Background: an optimization exercise with open tools, aiming at small area, a short achievable clock period and few clock cycles per item. Do not read the settings as production practice. Only simulation tests tie the RTL to the original design; equivalence was not proved. No activity file was given, so power comes from the tool's default toggle rates.

==> job 4382: inputs <==
==> flow/design.v <==
module pvga_draw (
    input  wire        clk,
    input  wire        rst,           
    input  wire        cmd_we,        
    input  wire [31:0] cmd_a,
    input  wire [31:0] cmd_b,
    input  wire [31:0] fb_base,
    input  wire [2:0]  err_clr,       
    output reg         busy,
    output reg         err_busy,
    output reg         err_op,
    output reg         err_coord,
    output reg         mem_req,
    output reg         mem_we,
    output wire [31:0] mem_addr,
    output wire [31:0] mem_wdata,
    input  wire        mem_gnt,
    input  wire        mem_rvalid,
    input  wire [31:0] mem_rdata
);
    localparam [2:0] P_IDLE = 3'd0, P_S1 = 3'd1, P_S2 = 3'd2, P_S3 = 3'd3,
                     P_A = 3'd4,     
                     P_B = 3'd5,     
                     P_C = 3'd6,     
                     P_M = 3'd7;     
    wire [3:0]         a_op = cmd_a[31:28];
    wire signed [11:0] a_xa = cmd_a[11:0];
    wire signed [11:0] a_ya = cmd_a[23:12];
    wire signed [11:0] a_yb = cmd_b[23:12];
    wire a_is_draw = (a_op >= 4'd1) && (a_op <= 4'd4);
    wire a_is_rsvd = (a_op >= 4'h7);
    wire a_x_ok  = (a_xa >= 0) && (a_xa < 640);
    wire a_ya_ok = (a_ya >= 0) && (a_ya < 480);
    wire a_yb_ok = (a_yb >= 0) && (a_yb < 480);
    wire a_coord_ok = (a_op == 4'd1) ? (a_x_ok && a_ya_ok) :
                      (a_op == 4'd4) ? (a_x_ok && a_ya_ok && a_yb_ok) : 1'b1;
    wire accept = cmd_we && a_is_draw && !busy && a_coord_ok;
    reg [2:0]  ph;
    reg        t_hl, t_vl, t_fill;    
    reg [2:0]  col;
    reg [11:0] rx1, rx2;      
    reg [11:0] ry1;           
    reg [8:0]  ry2;           
    reg [5:0]  cnth;          
    reg [7:0]  stride;        
    reg        multi;         
    reg        wrap;          
    reg        at0;           
    reg        wv;            
    reg        nxd;           
    reg [29:0] addr;          
    reg [31:0] wbuf;
    assign mem_addr  = {addr, 2'b00};
    assign mem_wdata = wbuf;
    wire [14:0] cnt = {cnth, ry2};
    wire [5:0]  q1 = rx1[9:4];
    wire [3:0]  r1 = rx1[3:0];
    wire [5:0]  q2 = rx2[9:4];
    wire [3:0]  r2 = rx2[3:0];
    wire [8:0]  y1 = ry1[8:0];
    function [9:0] clamp_x(input [11:0] v);
        if (v[11])                  clamp_x = 10'd0;
        else if (v[10:0] > 11'd639) clamp_x = 10'd639;
        else                        clamp_x = v[9:0];
    endfunction
    function [8:0] clamp_y(input [11:0] v);
        if (v[11])                  clamp_y = 9'd0;
        else if (v[10:0] > 11'd479) clamp_y = 9'd479;
        else                        clamp_y = v[8:0];
    endfunction
    wire signed [11:0] sxa = rx1;
    wire signed [11:0] sxb = rx2;
    wire [9:0] cxa = clamp_x(rx1);
    wire [9:0] cxb = clamp_x(rx2);
    wire       swap  = sxa > sxb;
    wire [9:0] x1c = (t_hl && swap) ? cxb : cxa;
    wire [9:0] x2c = !t_hl ? cxa : (swap ? cxa : cxb);
    wire       yswap = t_vl && (ry2 < ry1[8:0]);
    wire [8:0] ydiff = yswap ? (ry1[8:0] - ry2) : (ry2 - ry1[8:0]);
    wire [5:0] qa = rx1[9:0] / 10;
    wire [3:0] ra = rx1[9:0] % 10;
    wire [5:0] qb = rx2[9:0] / 10;
    wire [3:0] rb = rx2[9:0] % 10;
    wire [6:0] hspan = {1'b0, q2} - {1'b0, q1};       
    wire       s3_multi = t_hl && (q1 != q2);
    wire       j1z = (y1 == 9'd0) && (q1 == 6'd0);
    wire       s3_mids = s3_multi && (hspan[5:1] != 5'd0);
    wire       row0 = at0 && !wv;
    wire       mfull = (ph == P_S3);
    wire [3:0] m_lo = (multi && row0)  ? 4'd0 : r1;
    wire [3:0] m_hi = (multi && !row0) ? 4'd9 : r2;
    reg  [31:0] merged;
    integer s;
    always @(*) begin
        merged = {mem_rdata[31:30] & {2{!mfull}}, mem_rdata[29:0]};
        for (s = 0; s < 10; s = s + 1)
            if (mfull || ((s[3:0] >= m_lo) && (s[3:0] <= m_hi)))
                merged[3*s +: 3] = col;
    end
    wire go     = mem_req && mem_gnt;
    wire wr_go  = (ph == P_C) && go;
    wire cap    = mem_rvalid && (!wv || wr_go);
    wire drop   = mem_rvalid && wv && !wr_go;
    wire cnt_nz  = (cnt != 15'd0);
    wire cnt_ge2 = (cnt[14:1] != 14'd0);
    wire cnt_one = (cnt == 15'd1);
    wire more    = t_hl ? (multi && at0) : cnt_nz;
    reg [2:0] nph;       
    reg       ndone;     
    reg [2:0] dsel;      
    always @(*) begin
        nph = ph; ndone = 1'b0; dsel = 3'd0;
        case (ph)
            P_A: if (more) begin nph = P_B; dsel = 3'd1; end
                 else      begin nph = P_C; dsel = 3'd0; end
            P_B: begin nph = P_C; dsel = 3'd2; end
            P_C: begin
                if (!more)                  ndone = 1'b1;
                else if (nxd)               begin nph = P_A; dsel = 3'd1; end
                else if (!t_hl && cnt_ge2)  begin nph = P_B; dsel = 3'd3; end
                else                        begin nph = P_C; dsel = 3'd1; end
            end
            P_M: begin
                dsel = 3'd4;
                if (cnt_one) begin
                    if (t_fill) ndone = 1'b1;
                    else        nph = P_A;
                end
            end
            default: ;
        endcase
    end
    reg [10:0] dlo;
    reg        dneg;
    always @(*) begin
        case (dsel)
            3'd1:    begin dlo = {{3{stride[7]}}, stride};        dneg = stride[7];  end
            3'd2:    begin dlo = ~{{3{stride[7]}}, stride};       dneg = !stride[7]; end
            3'd3:    begin dlo = {{2{stride[7]}}, stride, 1'b0};  dneg = stride[7];  end
            3'd4:    begin dlo = 11'd1;                           dneg = 1'b0;       end
            default: begin dlo = 11'd0;                           dneg = 1'b0;       end
        endcase
    end
    wire rmw_move = (dsel != 3'd0) && (dsel != 3'd4);
    wire fix = wrap && rmw_move && (t_hl || at0);
    reg [15:0] delta;
    reg        cin;
    always @(*) begin
        cin = 1'b0;
        case (ph)
            P_S1: delta = 16'hFFFF;                                    
            P_S2: delta = t_fill ? 16'd0 : {1'b0, y1, 6'd0};           
            P_S3: begin                                                
                cin   = t_fill || s3_multi;
                delta = t_fill ? 16'd0 : ((j1z && !s3_multi) ? 16'd30720 : {10'd0, q1});
            end
            default: begin
                cin = (dsel == 3'd2);
                if (!fix)      delta = {{5{dneg}}, dlo};
                else if (dneg) delta = {5'b01110, dlo};
                else           delta = {5'b10001, dlo};
            end
        endcase
    end
    wire [29:0] opb = {{14{delta[15]}}, delta};
    reg  [29:0] kg, kp, kgn, kpn;
    integer i, l;
    always @(*) begin
        kg = addr & opb;
        kp = addr ^ opb;
        kg[0] = kg[0] | (kp[0] & cin);
        for (l = 1; l < 32; l = l * 2) begin
            kgn = kg; kpn = kp;
            for (i = l; i < 30; i = i + 1) begin
                kgn[i] = kg[i] | (kp[i] & kg[i-l]);
                kpn[i] = kp[i] & kp[i-l];
            end
            kg = kgn; kp = kpn;
        end
    end
    wire [29:0] addr_nx = (addr ^ opb) ^ {kg[28:0], cin};
    always @(posedge clk) begin
        if (rst) begin
            ph        <= P_IDLE;
            busy      <= 1'b0;
            err_busy  <= 1'b0;
            err_op    <= 1'b0;
            err_coord <= 1'b0;
            mem_req   <= 1'b0;
            mem_we    <= 1'b0;
        end else begin
            if (err_clr[0]) err_busy  <= 1'b0;
            if (err_clr[1]) err_op    <= 1'b0;
            if (err_clr[2]) err_coord <= 1'b0;
            if (cmd_we) begin
                if (a_is_rsvd) err_op <= 1'b1;
                else if (a_is_draw) begin
                    if (busy) err_busy <= 1'b1;
                    else if (!a_coord_ok) err_coord <= 1'b1;
                end
            end
            case (ph)
                P_IDLE: if (accept) begin
                    busy <= 1'b1;
                    ph   <= P_S1;
                end
                P_S1: ph <= P_S2;
                P_S2: ph <= P_S3;
                P_S3: begin
                    mem_req <= 1'b1;
                    if (t_fill || s3_mids) begin
                        ph     <= P_M;
                        mem_we <= 1'b1;
                    end else begin
                        ph     <= P_A;
                        mem_we <= 1'b0;
                    end
                end
                default: begin
                    if (go) begin
                        if (ndone) begin
                            ph      <= P_IDLE;
                            busy    <= 1'b0;
                            mem_req <= 1'b0;
                            mem_we  <= 1'b0;
                        end else begin
                            ph      <= nph;
                            mem_we  <= (nph == P_C) || (nph == P_M);
                            mem_req <= (nph != P_C) || cap || (wv && !wr_go);
                        end
                    end else if (ph == P_C) begin
                        mem_req <= cap || wv;
                    end
                end
            endcase
        end
    end
    always @(posedge clk) begin
        if (!busy) begin
            rx1    <= cmd_a[11:0];
            ry1    <= cmd_a[23:12];
            rx2    <= cmd_b[11:0];
            ry2    <= cmd_b[20:12];
            col    <= cmd_a[27:25];
            t_hl   <= (cmd_a[31:28] == 4'd3);
            t_vl   <= (cmd_a[31:28] == 4'd4);
            t_fill <= (cmd_a[31:28] == 4'd2);
            addr   <= fb_base[31:2];
        end else begin
            if (ph == P_S1 || ph == P_S2 || ph == P_S3 || go)
                addr <= addr_nx;
        end
        case (ph)
            P_S1: begin
                rx1  <= {2'b00, x1c};
                rx2  <= {2'b00, x2c};
                ry1  <= {3'b000, (t_hl || !yswap) ? clamp_y(ry1) : ry2};
                ry2  <= t_vl ? ydiff : 9'd0;
                cnth <= t_fill ? 6'd60 : 6'd0;       
            end
            P_S2: begin
                rx1 <= {2'b00, qa, ra};
                rx2 <= {2'b00, qb, rb};
            end
            P_S3: begin
                stride <= t_hl ? (~{1'b0, hspan} + 8'd1) : 8'd64;
                multi  <= s3_multi;
                if (t_hl) ry2 <= {3'd0, hspan[5:0] - 6'd1};
                wrap   <= j1z && !t_fill;
                at0    <= 1'b1;
                wv     <= 1'b0;
                nxd    <= 1'b0;
                wbuf   <= merged;                    
            end
            default: begin
                if (cap) wbuf <= merged;
                wv <= cap || (wv && !wr_go);
                if (wr_go && more) at0 <= 1'b0;
                if (drop) nxd <= 1'b1;
                if (go && nph == P_A && !ndone) nxd <= 1'b0;
                if (go && ((ph == P_C && !t_hl) || ph == P_M)) begin
                    ry2  <= cnt[8:0] - 9'd1;
                    cnth <= cnt[14:9] - {5'd0, (cnt[8:0] == 9'd0)};
                end
            end
        endcase
    end
endmodule
==> flow/run.sh <==
#!/bin/bash
# synth_recipe.tcl (not shown) runs the flow's synth.tcl, then flattens the netlist and writes it again
# the make line also repeats each setting of config.mk as NAME=value (left out here)
make -C /OpenROAD-flow-scripts/flow DESIGN_CONFIG=/design/flow/config.mk WORK_HOME=/design/flow/orfs CLKGATE_MAP_FILE= SYNTH_SCRIPT=/design/flow/synth_recipe.tcl finish
==> flow/config.mk <==
export PLATFORM = sky130hd
export DESIGN_NAME = pvga_draw
export DESIGN_NICKNAME = pvga_draw
export VERILOG_FILES = /design/flow/design.v
export SDC_FILE = /design/flow/constraint.sdc
export NUM_CORES = 4
export LEC_CHECK = 0
export ABC_AREA = 1
export CAP_MARGIN = 20
export CORE_MARGIN = 2
export CORE_UTILIZATION = 40
export SLEW_MARGIN = 20
==> flow/constraint.sdc <==
create_clock -name core_clock -period 12.0 [get_ports {clk}]
set_input_delay 2.4000 -clock core_clock [delete_from_list [all_inputs] [get_ports {clk}]]
set_output_delay 2.4000 -clock core_clock [all_outputs]
set_load 0.01 [all_outputs]
==> job 6232: changes against job 4382 <==
==> flow/flow/run.sh (new file) <==
#!/bin/bash
set -euo pipefail
export SETUP_SLACK_MARGIN=8
export TNS_END_PERCENT=100
bash standard.sh > standard_flow.log 2>&1
==> flow/standard.sh (new file) <==
#!/bin/bash
# synth_recipe.tcl (not shown) runs the flow's synth.tcl, then flattens the netlist and writes it again
# the make line also repeats each setting of config.mk as NAME=value (left out here)
make -C /OpenROAD-flow-scripts/flow DESIGN_CONFIG=/design/flow/config.mk WORK_HOME=/design/flow/orfs CLKGATE_MAP_FILE= SYNTH_SCRIPT=/design/flow/synth_recipe.tcl "${@:-finish}"
removed: flow/run.sh
==> job 3003: changes against job 4382 <==
--- a/flow/config.mk
+++ b/flow/config.mk
@@ -6,5 +6,4 @@
 export NUM_CORES = 4
 export LEC_CHECK = 0
-export ABC_AREA = 1
 export CAP_MARGIN = 20
 export CORE_MARGIN = 2
==> run notes <==
                                                      job 4382    job 6232         job 3003
Number of fill cells in the layout                        3037        2779             3065
Max Freq                                             0.154 GHz   0.201 GHz        0.151 GHz
Status                                timing/DRC/antenna clean  timing/DRC/antenna clean  timing/DRC/antenna clean
Via count of the first global-routing pass               11254       12313            11902
Total area of multi-input combinational cells       7360 sq um  8520 sq um       8350 sq um
Cell count after placement                                2259        2257             2067
Routed metal-1 wire length                            17000 um    18800 um         18100 um
Crit-path most repeated cell                           nand2_1     nand2_2                -
Initial core utilization                                 40.8%       40.8%            40.3%
Unrepaired setup endpoints after global routing          false        true            false
Worst reg2reg setup slack                              5.52 ns     7.03 ns          5.38 ns
Per-cell via count in the routed design                   5.26        5.34             5.93
Final non-clock buffer share                             13.1%       17.3%            13.1%
Hold Path Sink                                       err_coord   err_coord           err_op
Buffers and inverters on the worst path                      4          11                1
Worst path setup slack after routing                   5.52 ns     7.03 ns          5.38 ns
Setup WS pre-CTS                                       5.63 ns     6.31 ns          5.54 ns
Sequential Area                                     4020 sq um  4050 sq um       4030 sq um
GPL Wtd Cong                                             0.901       0.909            0.909
Power, Total                                           3270 uW     4110 uW          5090 uW
Most common cell after layout, fill and taps aside     nand2_1     nand2_1  clkdlybuf4s50_1
Non-clock inverter total of the final layout               251         251               76
Static leakage power                                0.00692 uW  0.00783 uW       0.00600 uW
Testbench counts of job 4382, summed over its fixed seeds: cycles 63,265, items 2,000.
Testbench counts of job 6232, summed over its fixed seeds: cycles 63,265, items 2,000.
Testbench counts of job 3003, summed over its fixed seeds: cycles 63,265, items 2,000.

-- re-timing with driven ports --
No port has a modelled driver above. Below, the same layouts with a new extraction and two added sets of constraints.
Step 1, drivers: a clkbuf_16 drives clk and a buf_2 each remaining input, both assumed.
Step 2, shift: input delay + t, output delay - t, t = (earliest + latest rising clock arrival at the registers) / 2. This alone moves slack from input paths to output paths.
Three values: ideal ports, drivers, drivers and shift; two values: the first two.
run	t (ns)	setup slack, ns	worst setup path at the end
job 4382	0.473	5.521 / 5.521 / 5.521	register to register
job 6232	0.481	7.029 / 7.029 / 7.029	register to register
job 3003	0.490	5.378 / 5.378 / 5.378	register to register
After both steps setup and hold are still met in every run listed.
